Source: an optimization exercise on an open RTL-to-GDS flow (aim: small area, a short achievable clock period and few clock cycles). Production flows keep margins and buffers that such runs may drop.
No run shown here included a check of the RTL's function; only the layout flow was run.
Power figures rest on the tool's default switching activity, not on a simulated workload.

`config.mk`:
```
export PLATFORM = sky130hd
export DESIGN_NAME = apx_readout
export DESIGN_NICKNAME = apx_readout
export VERILOG_FILES = /design/flow/design.v
export SDC_FILE = /design/flow/constraint.sdc
export NUM_CORES = 4
export LEC_CHECK = 0
export CAP_MARGIN = 20
export CORE_MARGIN = 2
export CORE_UTILIZATION = 30
export SLEW_MARGIN = 20
```
`constraint.sdc`:
```
create_clock -name core_clock -period 10.0 [get_ports {clk}]
set_input_delay 2.0000 -clock core_clock [delete_from_list [all_inputs] [get_ports {clk}]]
set_output_delay 2.0000 -clock core_clock [all_outputs]
set_load 0.01 [all_outputs]
```
`design.v`:
```
module apx_fld #(parameter N = 32) (
    input  wire [2:0]   a,       
    input  wire [2:0]   base,    
    input  wire [5:0]   w,
    input  wire         lsb,
    input  wire [3:0]   cnt,
    input  wire [7:0]   din,     
    output wire [N-1:0] en,
    output wire [7:0]   rot
);
    function gtc;
        input [6:0] x;
        input [6:0] c;
        integer i;
        reg r, eq;
        begin
            r  = 1'b0;
            eq = 1'b1;
            for (i = 6; i >= 0; i = i - 1) begin
                if (!c[i]) r = r | (eq & x[i]);
                eq = eq & (x[i] == c[i]);
            end
            gtc = r;
        end
    endfunction
    wire [4:0] d    = lsb ? ({1'b0, cnt} - {2'b0, base}) : ({2'b0, base} - {1'b0, cnt});
    wire [7:0]  dsel = lsb ? {din[0], din[1], din[2], din[3], din[4], din[5], din[6], din[7]} : din;
    wire [15:0] dd   = {dsel, dsel} >> a;
    assign rot = dd[7:0];
    wire [5:0] dh;
    assign dh[0] = (d == 5'd0);
    assign dh[1] = (d == 5'd1);
    assign dh[2] = (d == 5'd2);
    assign dh[3] = (d == 5'd3);
    assign dh[4] = (d == 5'd4);
    assign dh[5] = 1'b0;
    genvar k;
    generate
        for (k = 0; k < N; k = k + 1) begin : g_en
            wire cy = gtc({4'd0, a}, 7 - (k % 8));
            assign en[k] = gtc({1'b0, w}, k) && (cy ? dh[k / 8 + 1] : dh[k / 8]);
        end
    endgenerate
endmodule
module apx_readout (
    input  wire        clk,
    input  wire        rst,             
    input  wire        cfg_has_start,
    input  wire [7:0]  cfg_start,
    input  wire        cfg_has_end,
    input  wire [7:0]  cfg_end,
    input  wire [3:0]  cfg_payload_len,  
    input  wire        cfg_lsb,          
    input  wire [5:0]  cfg_col_off,
    input  wire [5:0]  cfg_col_w,
    input  wire [5:0]  cfg_row_off,
    input  wire [5:0]  cfg_row_w,
    input  wire [5:0]  cfg_toa_off,
    input  wire [5:0]  cfg_toa_w,
    input  wire [5:0]  cfg_tot_off,
    input  wire [5:0]  cfg_tot_w,
    input  wire        in_valid,
    input  wire [7:0]  in_data,
    output wire        in_ready,
    output wire        hit_valid,
    input  wire        hit_ready,
    output wire [5:0]  hit_col,
    output wire [5:0]  hit_row,
    output wire [31:0] hit_toa,
    output wire [31:0] hit_tot,
    output reg  [15:0] sync_loss_count,
    output reg  [15:0] err_count,
    output reg  [2:0]  last_cause
);
    localparam N_COL = 35;
    localparam N_ROW = 35;
    reg        t_has_start, t_has_end, t_lsb;
    reg [3:0]  t_last;                        
    reg [2:0]  t_col_a, t_row_a, t_toa_a, t_tot_a;
    reg [2:0]  t_col_b, t_row_b, t_toa_b, t_tot_b;
    reg [5:0]  t_col_w, t_row_w, t_toa_w, t_tot_w;
    reg [3:0]  t_col_lo, t_row_lo, t_toa_lo, t_tot_lo;    
    reg [3:0]  t_col_hi, t_row_hi, t_toa_hi, t_tot_hi;    
    function [13:0] fld_tab;     
        input [5:0] off;
        input [5:0] w;
        input       lsb;
        reg   [6:0] e;
        begin
            e = {1'b0, off} + {1'b0, w} - 7'd1;
            fld_tab[13:11] = lsb ? off[2:0] : ~e[2:0];
            fld_tab[10:8]  = lsb ? off[5:3] : e[5:3];
            fld_tab[7:4]   = (w == 6'd0) ? 4'd15 : {1'b0, off[5:3]};
            fld_tab[3:0]   = {1'b0, e[5:3]};
        end
    endfunction
    always @(posedge clk) begin
        t_has_start <= cfg_has_start;
        t_has_end   <= cfg_has_end;
        t_lsb       <= cfg_lsb;
        t_last      <= cfg_payload_len + {3'd0, cfg_has_end} - 4'd1;
        t_col_w     <= cfg_col_w;
        t_row_w     <= cfg_row_w;
        t_toa_w     <= cfg_toa_w;
        t_tot_w     <= cfg_tot_w;
        {t_col_a, t_col_b, t_col_lo, t_col_hi} <= fld_tab(cfg_col_off, cfg_col_w, cfg_lsb);
        {t_row_a, t_row_b, t_row_lo, t_row_hi} <= fld_tab(cfg_row_off, cfg_row_w, cfg_lsb);
        {t_toa_a, t_toa_b, t_toa_lo, t_toa_hi} <= fld_tab(cfg_toa_off, cfg_toa_w, cfg_lsb);
        {t_tot_a, t_tot_b, t_tot_lo, t_tot_hi} <= fld_tab(cfg_tot_off, cfg_tot_w, cfg_lsb);
    end
    reg        reading;         
    reg        skipping;        
    reg [3:0]  cnt;             
    reg        rec_valid;       
    reg        blk;             
    reg [31:0] toa_r, tot_r;
    reg [5:0]  col_r, row_r;
    reg        col_hi, row_hi;  
    wire       take     = reading || !t_has_start;
    wire       is_start = (in_data == cfg_start);
    wire       last     = (cnt == t_last);
    wire       first    = (cnt == 4'd0);
    assign in_ready  = !rec_valid || !blk || hit_ready;
    assign hit_valid = rec_valid;
    wire accept = in_valid && in_ready;
    wire wr     = accept && take;
    wire [31:0] toa_en, tot_en, col_en, row_en;
    wire [7:0]  toa_rot, tot_rot, col_rot, row_rot;
    apx_fld u_toa (.a(t_toa_a), .base(t_toa_b), .w(t_toa_w), .lsb(t_lsb), .cnt(cnt),
                   .din(in_data), .en(toa_en), .rot(toa_rot));
    apx_fld u_tot (.a(t_tot_a), .base(t_tot_b), .w(t_tot_w), .lsb(t_lsb), .cnt(cnt),
                   .din(in_data), .en(tot_en), .rot(tot_rot));
    apx_fld u_col (.a(t_col_a), .base(t_col_b), .w(t_col_w), .lsb(t_lsb), .cnt(cnt),
                   .din(in_data), .en(col_en), .rot(col_rot));
    apx_fld u_row (.a(t_row_a), .base(t_row_b), .w(t_row_w), .lsb(t_lsb), .cnt(cnt),
                   .din(in_data), .en(row_en), .rot(row_rot));
    reg [5:0] col_n, row_n;
    reg       col_hb, row_hb;
    integer i;
    always @(*) begin
        for (i = 0; i < 6; i = i + 1) begin
            col_n[i] = col_en[i] ? col_rot[i] : col_r[i];
            row_n[i] = row_en[i] ? row_rot[i] : row_r[i];
        end
        col_hb = 1'b0;
        row_hb = 1'b0;
        for (i = 6; i < 32; i = i + 1) begin
            col_hb = col_hb | (col_en[i] & col_rot[i % 8]);
            row_hb = row_hb | (row_en[i] & row_rot[i % 8]);
        end
    end
    wire col_hi_n = (col_hi && !first) || col_hb;
    wire row_hi_n = (row_hi && !first) || row_hb;
    wire bad_end = t_has_end && (in_data != cfg_end);
    wire bad_col = col_hi_n || (col_n >= N_COL);
    wire bad_row = row_hi_n || (row_n >= N_ROW);
    wire bad     = bad_end || bad_col || bad_row;
    wire [2:0] cause = bad_end ? 3'd1 : bad_col ? 3'd3 : 3'd4;
    wire emit      = wr && last;
    wire push      = emit && !bad;
    wire dec_error = emit && bad;
    wire sync_loss = accept && !take && !is_start && !skipping;
    wire pop       = rec_valid && hit_ready;
    reg  [3:0] cnt_n;
    reg        reading_n;
    always @(*) begin
        cnt_n     = cnt;
        reading_n = reading;
        if (accept) begin
            if (take) begin
                if (last) begin
                    reading_n = 1'b0;
                    cnt_n     = 4'd0;
                end else begin
                    reading_n = 1'b1;
                    cnt_n     = cnt + 4'd1;
                end
            end else if (is_start) begin
                reading_n = 1'b1;
                cnt_n     = 4'd0;
            end
        end
    end
    function in_span;
        input [3:0] j;
        input [3:0] lo;
        input [3:0] hi;
        begin
            in_span = !(j < lo) && !(j > hi);
        end
    endfunction
    wire blk_n = (reading_n || !t_has_start) &&
                 (in_span(cnt_n, t_toa_lo, t_toa_hi) || in_span(cnt_n, t_tot_lo, t_tot_hi) ||
                  in_span(cnt_n, t_col_lo, t_col_hi) || in_span(cnt_n, t_row_lo, t_row_hi) ||
                  (cnt_n == t_last));
    always @(posedge clk) begin
        if (rst) begin
            reading         <= 1'b0;
            skipping        <= 1'b0;
            cnt             <= 4'd0;
            rec_valid       <= 1'b0;
            blk             <= 1'b1;
            sync_loss_count <= 16'd0;
            err_count       <= 16'd0;
            last_cause      <= 3'd0;
        end else begin
            reading <= reading_n;
            cnt     <= cnt_n;
            blk     <= blk_n;
            if (push)
                rec_valid <= 1'b1;
            else if (pop)
                rec_valid <= 1'b0;
            if (accept) begin
                if (take) begin
                    if (last)
                        skipping <= 1'b0;
                end else if (is_start) begin
                    skipping <= 1'b0;
                end else begin
                    skipping <= 1'b1;
                end
            end
            if (sync_loss && sync_loss_count != 16'hFFFF)
                sync_loss_count <= sync_loss_count + 16'd1;
            if (dec_error)
                last_cause <= cause;
            if (dec_error && err_count != 16'hFFFF)
                err_count <= err_count + 16'd1;
        end
    end
    always @(posedge clk) begin
        for (i = 0; i < 32; i = i + 1) begin
            if (rst || (wr && toa_en[i]))
                toa_r[i] <= toa_rot[i % 8] && !rst;
            if (rst || (wr && tot_en[i]))
                tot_r[i] <= tot_rot[i % 8] && !rst;
        end
        for (i = 0; i < 6; i = i + 1) begin
            if (rst || (wr && col_en[i]))
                col_r[i] <= col_rot[i] && !rst;
            if (rst || (wr && row_en[i]))
                row_r[i] <= row_rot[i] && !rst;
        end
        if (wr) begin
            col_hi <= col_hi_n;
            row_hi <= row_hi_n;
        end
    end
    assign hit_col = col_r;
    assign hit_row = row_r;
    assign hit_toa = toa_r;
    assign hit_tot = tot_r;
endmodule
```
`flow/run.sh`:
```
#!/bin/bash
# The standard layout, with plain buf_1 cells as the port buffers in
# place of the delay buffers buffer_ports picks by default.
set -euo pipefail
export BUFFER_PORTS_ARGS="-buffer_cell sky130_fd_sc_hd__buf_1"
bash standard.sh > standard.log 2>&1
```
`standard.sh`:
```
#!/bin/bash
# synth_recipe.tcl (not shown) runs the flow's synth.tcl, then flattens the netlist and writes it again
# the make line also repeats each setting of config.mk as NAME=value (left out here)
make -C /OpenROAD-flow-scripts/flow DESIGN_CONFIG=/design/flow/config.mk WORK_HOME=/design/flow/orfs CLKGATE_MAP_FILE= SYNTH_SCRIPT=/design/flow/synth_recipe.tcl "${@:-finish}"
```
==> out/qor.yml, run 1 <==
avgSynthCellArea_um2: 8.791
endpoint_kind: "register"
final_common_cell: "buf_1"
skew_ps: 19.48
setup_viol_count_final: 0
async_flop_share_pct: 0
place_inst: 2537
grt.busiest_layer: "met2"
ant_nets: 0
route.detailed.drc: 0
crit_buf_inv: 1
synth_cells: 1765
syn_nets: 1950
crit_required_ps: 10470
dp_worst_setup_slack_ps: 3896
wirelength_mm: 51.97
use_met2_pct: 30.96
io_buffers: 195
r2r-start: "cnt[0]"
die_h_um: 231.4
coreArea_mm2: 0.05120
p_int_mw: 1.902
hold_violations: 0
vdd_drop_max_v: 0.0001040
clkTransAtPathRegs_ps: 60
power_density_mw_per_mm2: 174.5
cts_setup_buffers: 0
yosysWarnings: 2
grt_pass1_wl_mm: 79.94
hold_start: "last_cause[1]"
vias: 13960
ctsResizeCount: 0
start_util_pct: 30.31
syn_to_final_growth_pct: 13.19
wire_per_inst_um: 20.11
cp_max_fo: 21
maxCapViolations: 0
nFillCells: 5311
synth_cell_types: 81
grt_max_degree: 83
hold_class: "reg2reg"
path_delay_family: "multiplexers"
cts_max_level: 1
leakage_nw: 6.880
synthTopCellsByArea: "dfxtp_1 (16%), edfxtp_1 (15%), mux4_2 (7.5%), ha_1 (7.3%), nand2_1 (3.8%)"
final_cell_mix: "buf_1 (193), nand2_1 (158), inv_1 (141)"
yosys.area.top_type: "dfxtp_1"
ys_ff_latch: 204
crit_type: "in2reg"
grt_pass1_vias: 13440
grt_util_met1_pct: 24.96
instances_no_fill: 2584
fin_nets: 2069
r2r_slack_ps: 4620
drtPass1Iterations: 6
clk_latency_ps: 570
synth_edf_count: 78
io_pins: 196
fp.dieW_um: 231.4
status: "complete, no violations"
ys.flop_type: "dfxtp_1"
cts.sinks: 204
timing.setup.tns_ps: 0
viasPerCell: 5.403
arrival_ps: 6060
yosysSeqAreaShare_pct: 31.35
antenna_found_initial: 3
p_total_mw: 3.065
synth_area_mm2: 0.01552
gp_congestion: 0.9821
hpwlAfterDp_mm: 39.71
p_switching_mw: 1.163
setup_slack_ps: 4406
grt_overflow: 0
drt_iter0_markers: 1154
worstMarginPinSlew_ps: 1022
pwr-share-clk_pct: 29.8
drive_above_1_share_pct: 9.038
worst_r2r_path_depth: 14
dieArea_mm2: 0.05356
synth_top_area_share_pct: 16.26
fin_util_pct: 34.30
slowest_stage: "mux4_2"
grt.met3_usage_pct: 2.670
gr-usage-all-layers_pct: 18.98
slowest_delay_ps: 620
rows: 83
maxSlewHeadroom_pct: 31.33
whs_endpoint: "last_cause[1]"
cts_root_buffer: "clkbuf_16"
combPwrFrac_pct: 35.9
rsz0062_at_grt: "no"
cts_hold_buf: 0
cts_tree: "done"
p_sw_share_pct: 37.93
cts_buffers: 25
min_period_over_period_pct: 55.94
start_kind: "input pin"
min_period_ps: 5594
r2r_end: "err_count[12]"
seq_power_share_pct: 34.3
cts_buffer_depth: 3
slew_viol_final: 0
crit_chain: "buf_1 > mux4_2 > mux2_2 > mux2i_1 > o32ai_1 > or4_1 > a2111o_1 > or3_4 > o21ai_4 > nor2_1 > a311oi_1"
fmax_mhz: 178.8
holdPathStages: 2
==> how the worst max path moves through the flow <==
stage          startpoint             to  depth (start not counted)
2_1_floorplan  in_data[1]  err_count[14]                         12
3_3_place_gp   in_data[5]            blk                         15
3_5_place_dp   in_data[2]  err_count[12]                         11
4_1_cts        in_data[2]  err_count[12]                         11
5_1_grt        in_data[2]  err_count[12]                         11
6_report       in_data[2]  err_count[12]                         11
==> power groups by stage <==
stage	logic (mW)	registers, mW	clock network (mW)
global placement	1.08	1.07	0
CTS	1.09	1.05	0.935
finish	1.10	1.05	0.914
global route	1.21	1.06	0.964
detailed placement	1.09	1.07	0
floorplan	0.784	1.04	0
==> synth_stat cells, types with 6 or more instances <==
| master | number |
|---|---|
| nand2_1 | 158 |
| inv_1 | 141 |
| nor2_1 | 127 |
| dfxtp_1 | 126 |
| o21ai_0 | 114 |
| a21oi_1 | 112 |
| clkbuf_1 | 104 |
| ha_1 | 90 |
| edfxtp_1 | 78 |
| xor2_1 | 54 |
| mux4_2 | 52 |
| nand3_1 | 50 |
| mux2i_1 | 48 |
| xnor2_1 | 42 |
| nor3_1 | 35 |
| mux2_2 | 32 |
| a21o_1 | 29 |
| and2_1 | 25 |
| nand2b_1 | 23 |
| o31ai_1 | 23 |
| a31oi_1 | 20 |
| or3_1 | 16 |
| nor2b_1 | 15 |
| o21a_1 | 15 |
| nand4_1 | 14 |
| nor4_1 | 14 |
| or4_1 | 14 |
| and3_1 | 12 |
| fa_1 | 12 |
| o211ai_1 | 12 |
| a211oi_1 | 9 |
| a21boi_0 | 9 |
| buf_1 | 9 |
| a221oi_1 | 8 |
| o2111ai_1 | 8 |
| or2_2 | 8 |
| a2111oi_0 | 6 |
| a311oi_1 | 6 |
==> sequential cells by signal (all words and copies together) (netlist names), 4 cells and up <==
| name | count |
|---|---|
| toa_r | 32 |
| tot_r | 32 |
| err_count | 16 |
| sync_loss_count | 16 |
| col_r | 6 |
| row_r | 6 |
| t_col_w | 6 |
| t_row_w | 6 |
| t_toa_w | 6 |
| t_tot_w | 6 |
| cnt | 4 |
| t_col_lo | 4 |
| t_last | 4 |
| t_row_lo | 4 |
| t_toa_lo | 4 |
| t_tot_lo | 4 |
==> area by class of cell <==
cell class	count	area, µm²	share of cell area, %
antenna	1	2.502	0.01425
sequential	204	4866	27.71
clock inverter	17	138.9	0.7908
clock buffer	29	671.9	3.826
tap	680	850.8	4.844
multi-input combinational	1296	9619	54.77
inverter	143	536.8	3.056
timing repair buffer	214	877.1	4.994
==> through the flow <==
step / hold WS, ps / area, µm²
floorplan: 435.4 / 15520
global placement: 446.1 / 16740
finish: 458.9 / 17560
global route: 484.2 / 17560
detailed placement: 450.0 / 16740
CTS: 459.7 / 17560
==> worst reg2reg max path, delay by kind of cell (launching register included) <==
kind	cells	cell delay (ps)
compound gates	5	1690
buf+inv	1	300
xor+xnor	1	360
flops	1	640
fa+ha+maj	2	690
mux	2	630
simple gates	3	960
==> cell families after synthesis <==
kind of cell               after synthesis  synth area share [%]
and+or+nand+nor                        531                 16.50
DFF                                    204                 31.35
adders and majority gates              102                 8.806
muxes                                  137                 13.50
xor gates and xnor gates                97                 5.524
AOI/OAI and AO/OA                      429                 17.64
buffers and inverters                  265                 6.685
==> routing by layer <==
metal	share of wire [%]	vias to the layer above
met1	42	6732
met2	47	541
met5	0.077	-
met3	6.5	94
met4	4.4	6
li1	-	6589
==> run 2: changes to the inputs <==
==> run.sh (new file) <==
#!/bin/bash
# synth_recipe.tcl (not shown) runs the flow's synth.tcl, then flattens the netlist and writes it again
# the make line also repeats each setting of config.mk as NAME=value (left out here)
make -C /OpenROAD-flow-scripts/flow DESIGN_CONFIG=/design/flow/config.mk WORK_HOME=/design/flow/orfs CLKGATE_MAP_FILE= SYNTH_SCRIPT=/design/flow/synth_recipe.tcl finish
removed: flow/run.sh
removed: standard.sh
==> out/qor.yml, run 2 <==
status: "complete, no violations"
ys.flop_type: "dfxtp_1"
antenna_found_initial: 1
largestRegisters: "toa_r: 32 flops, tot_r: 32 flops"
path_delay_family: "multiplexers"
vdd_drop_max_v: 0.0001424
slowest_delay_ps: 860
r2r-start: "cnt[1]"
yosys.area.top_type: "dfxtp_1"
cts_buffer_depth: 3
rows: 83
pwr-share-clk_pct: 29.9
gp_congestion: 0.9310
synth_top_area_share_pct: 16.26
clkTransAtPathRegs_ps: 60
ant_nets: 0
synth_edf_count: 78
worstMarginPinSlew_ps: 1052
fmax_mhz: 160.3
wirelength_mm: 51.55
die_h_um: 231.4
final_cell_mix: "clkdlybuf4s50_1 (194), nand2_1 (158), inv_1 (141)"
worst_r2r_path_depth: 13
synthAdderAreaFrac_pct: 8.806
gr-usage-all-layers_pct: 18.62
crit_buf_inv: 1
fp.dieW_um: 231.4
crit_required_ps: 10450
setup_viol_count_final: 0
vias: 13920
power_density_mw_per_mm2: 167.7
fin_nets: 2068
viasPerCell: 5.390
drive_above_1_share_pct: 8.943
crit_chain: "clkdlybuf4s50_1 > mux4_2 > mux2_2 > mux2i_1 > o32ai_1 > or4_1 > a2111o_1 > or3_4 > o21ai_4 > nor2_1 > a311oi_1"
min_period_ps: 6238
io_buffers: 195
r2r_end: "err_count[12]"
timing.setup.tns_ps: 0
synthTopCellsByCount: "nand2_1 (158), inv_1 (141), nor2_1 (127)"
leakage_nw: 7.400
final_common_cell: "clkdlybuf4s50_1"
grt_pass1_vias: 13620
dieArea_mm2: 0.05356
r2r_slack_ps: 4340
grt_max_degree: 70
syn_nets: 1950
synth_area_mm2: 0.01552
arrival_ps: 6680
drt_iter0_markers: 1155
synth-simple-area-share_pct: 16.50
drtPass1Iterations: 5
io_pins: 196
yosysWarnings: 2
combPwrFrac_pct: 36.9
rsz0062_at_grt: "no"
wire_per_inst_um: 19.96
avgSynthCellArea_um2: 8.791
slew_viol_final: 0
grt_overflow: 0
coreArea_mm2: 0.05120
cp_max_fo: 21
hold_violations: 0
dp_worst_setup_slack_ps: 3327
instances_no_fill: 2582
p_sw_share_pct: 35.61
synth_cell_types: 81
endpoint_kind: "register"
ys_ff_latch: 204
yosysSeqAreaShare_pct: 31.35
cts_root_buffer: "clkbuf_16"
async_flop_share_pct: 0
p_switching_mw: 1.123
cts_setup_buffers: 0
place_inst: 2536
crit_start: "in_data[2]"
cts_hold_buf: 0
synth_compound_area_share_pct: 17.64
synthTopCellsByArea: "dfxtp_1 (16%), edfxtp_1 (15%), mux4_2 (7.5%), ha_1 (7.3%), nand2_1 (3.8%)"
hpwlAfterDp_mm: 39.40
synth_top_family_by_area: "compound AO/OA/AOI/OAI gates"
skew_ps: 26.01
crit_type: "in2reg"
grt_pass1_wl_mm: 78.74
ctsResizeCount: 0
clk_latency_ps: 550
seq_power_share_pct: 33.2
cts_max_level: 1
start_util_pct: 30.31
cts_tree: "done"
cts_buffers: 25
hold_class: "reg2reg"
synth_mux_area_share_pct: 13.50
slowest_stage: "clkdlybuf4s50_1"
maxSlewHeadroom_pct: 29.11
syn_to_final_growth_pct: 21.23
route.detailed.drc: 0
start_kind: "input pin"
min_period_over_period_pct: 62.38
synth_cells: 1765
p_int_mw: 2.031
setup_slack_ps: 3762
maxCapViolations: 0
critPathCapture: "err_count[12]"
cts.sinks: 204
synth-xor-area-share_pct: 5.524
crit_cells: 11
yosysMostFrequentCell: "nand2_1"
run 2: layout make-up:
class	count	area [µm²]
repair buffers	213	2082
inverters	143	536.8
well taps	680	850.8
multi-input cells	1296	9618
fillers	5088	32390
flip-flops and latches	204	4866
clock inverters	9	106.4
diodes	1	2.502
clock buffers	36	748.2
run 2: worst min-delay path by stage:
stage          slack [ps]  cells past startpoint     startpoint            end
6_report              470                      2       skipping       skipping
3_5_place_dp          460                      2  last_cause[1]  last_cause[1]
2_1_floorplan         440                      2       skipping       skipping
3_3_place_gp          450                      2  last_cause[1]  last_cause[1]
5_1_grt               480                      2  last_cause[1]  last_cause[1]
4_1_cts               470                      2  last_cause[1]  last_cause[1]
run 2: logic make-up (layout without fill, tap and decap cells):
family                     count (synthesis)  after routing
buffers and inverters                    265            401
muxes                                    137            137
other                                      0              1
AOI/OAI and AO/OA                        429            429
adders and majority gates                102            102
DFF                                      204            204
and+or+nand+nor                          531            531
xor gates and xnor gates                  97             97
run 2: layer usage:
metal / up-vias / track usage [%] / part of all wire [%] / wire, µm
met3: 97 / 2.104 / 4.7 / 2418
li1: 6589 / - / - / -
met2: 465 / 32.06 / 49 / 25220
met1: 6765 / 23.64 / 43 / 21910
met5: - / 0 / 0 / 0
met4: 0 / 7.621 / 3.9 / 1999
run 2: worst register-to-register path, delay by kind of cell (launching register included):
kind / cells / cell delay [ps]
AOI/OAI and AO/OA: 5 / 1710
xor gates and xnor gates: 1 / 300
adders and majority gates: 1 / 560
buffers and inverters: 1 / 560
DFF: 1 / 860
muxes: 2 / 620
and+or+nand+nor: 3 / 970
run 2: power groups by stage:
stage / combinational (mW) / sequential [mW] / clock (mW)
CTS: 1.16 / 1.05 / 0.962
detailed placement: 1.15 / 1.06 / 0
global route: 1.27 / 1.06 / 0.992
global placement: 1.14 / 1.06 / 0
floorplan: 0.784 / 1.04 / 0
finish: 1.16 / 1.05 / 0.943
run 2: through the flow:
stage               area, µm²  total power [mW]  util (%)  hold WS, ps
finish                  18810             3.154     36.74        469.9
CTS                     18810             3.170     36.74        465.8
detailed placement      17950             2.219     35.07        455.1
global placement        17950             2.202     35.07        451.7
global route            18810             3.320     36.74        480.7
floorplan               15520             1.824         -        435.4

==> static timing again, ports no longer ideal <==
In the flow no input, the clock included, has a driving cell. The finished layouts below were timed again as built, in two steps.
Step 1: set_driving_cell puts a clkbuf_16 on clk and a buf_2 on each other input, an assumption about the parent block.
Step 2 adds t to the input delays and takes it off the output delays; t is the mean of the earliest and latest rising clock arrival at the registers after step 1. Input paths then give back, and output paths get back, about the clock's delay inside the block.
a / b / c = ideal ports / drivers / drivers and shift; a / b = the first two.
run | t, ns | slack for setup (ns) | worst data-port slew with drivers (ns)
run 1 | 0.614 | 4.406 / 4.434 / 3.820 | 0.11
run 2 | 0.593 | 3.762 / 3.788 / 3.195 | 0.08
After both steps every run listed still meets setup and hold. For run 1, which loses most, drivers alone change the setup slack by +0.028 ns; drivers and shift together by -0.586 ns.
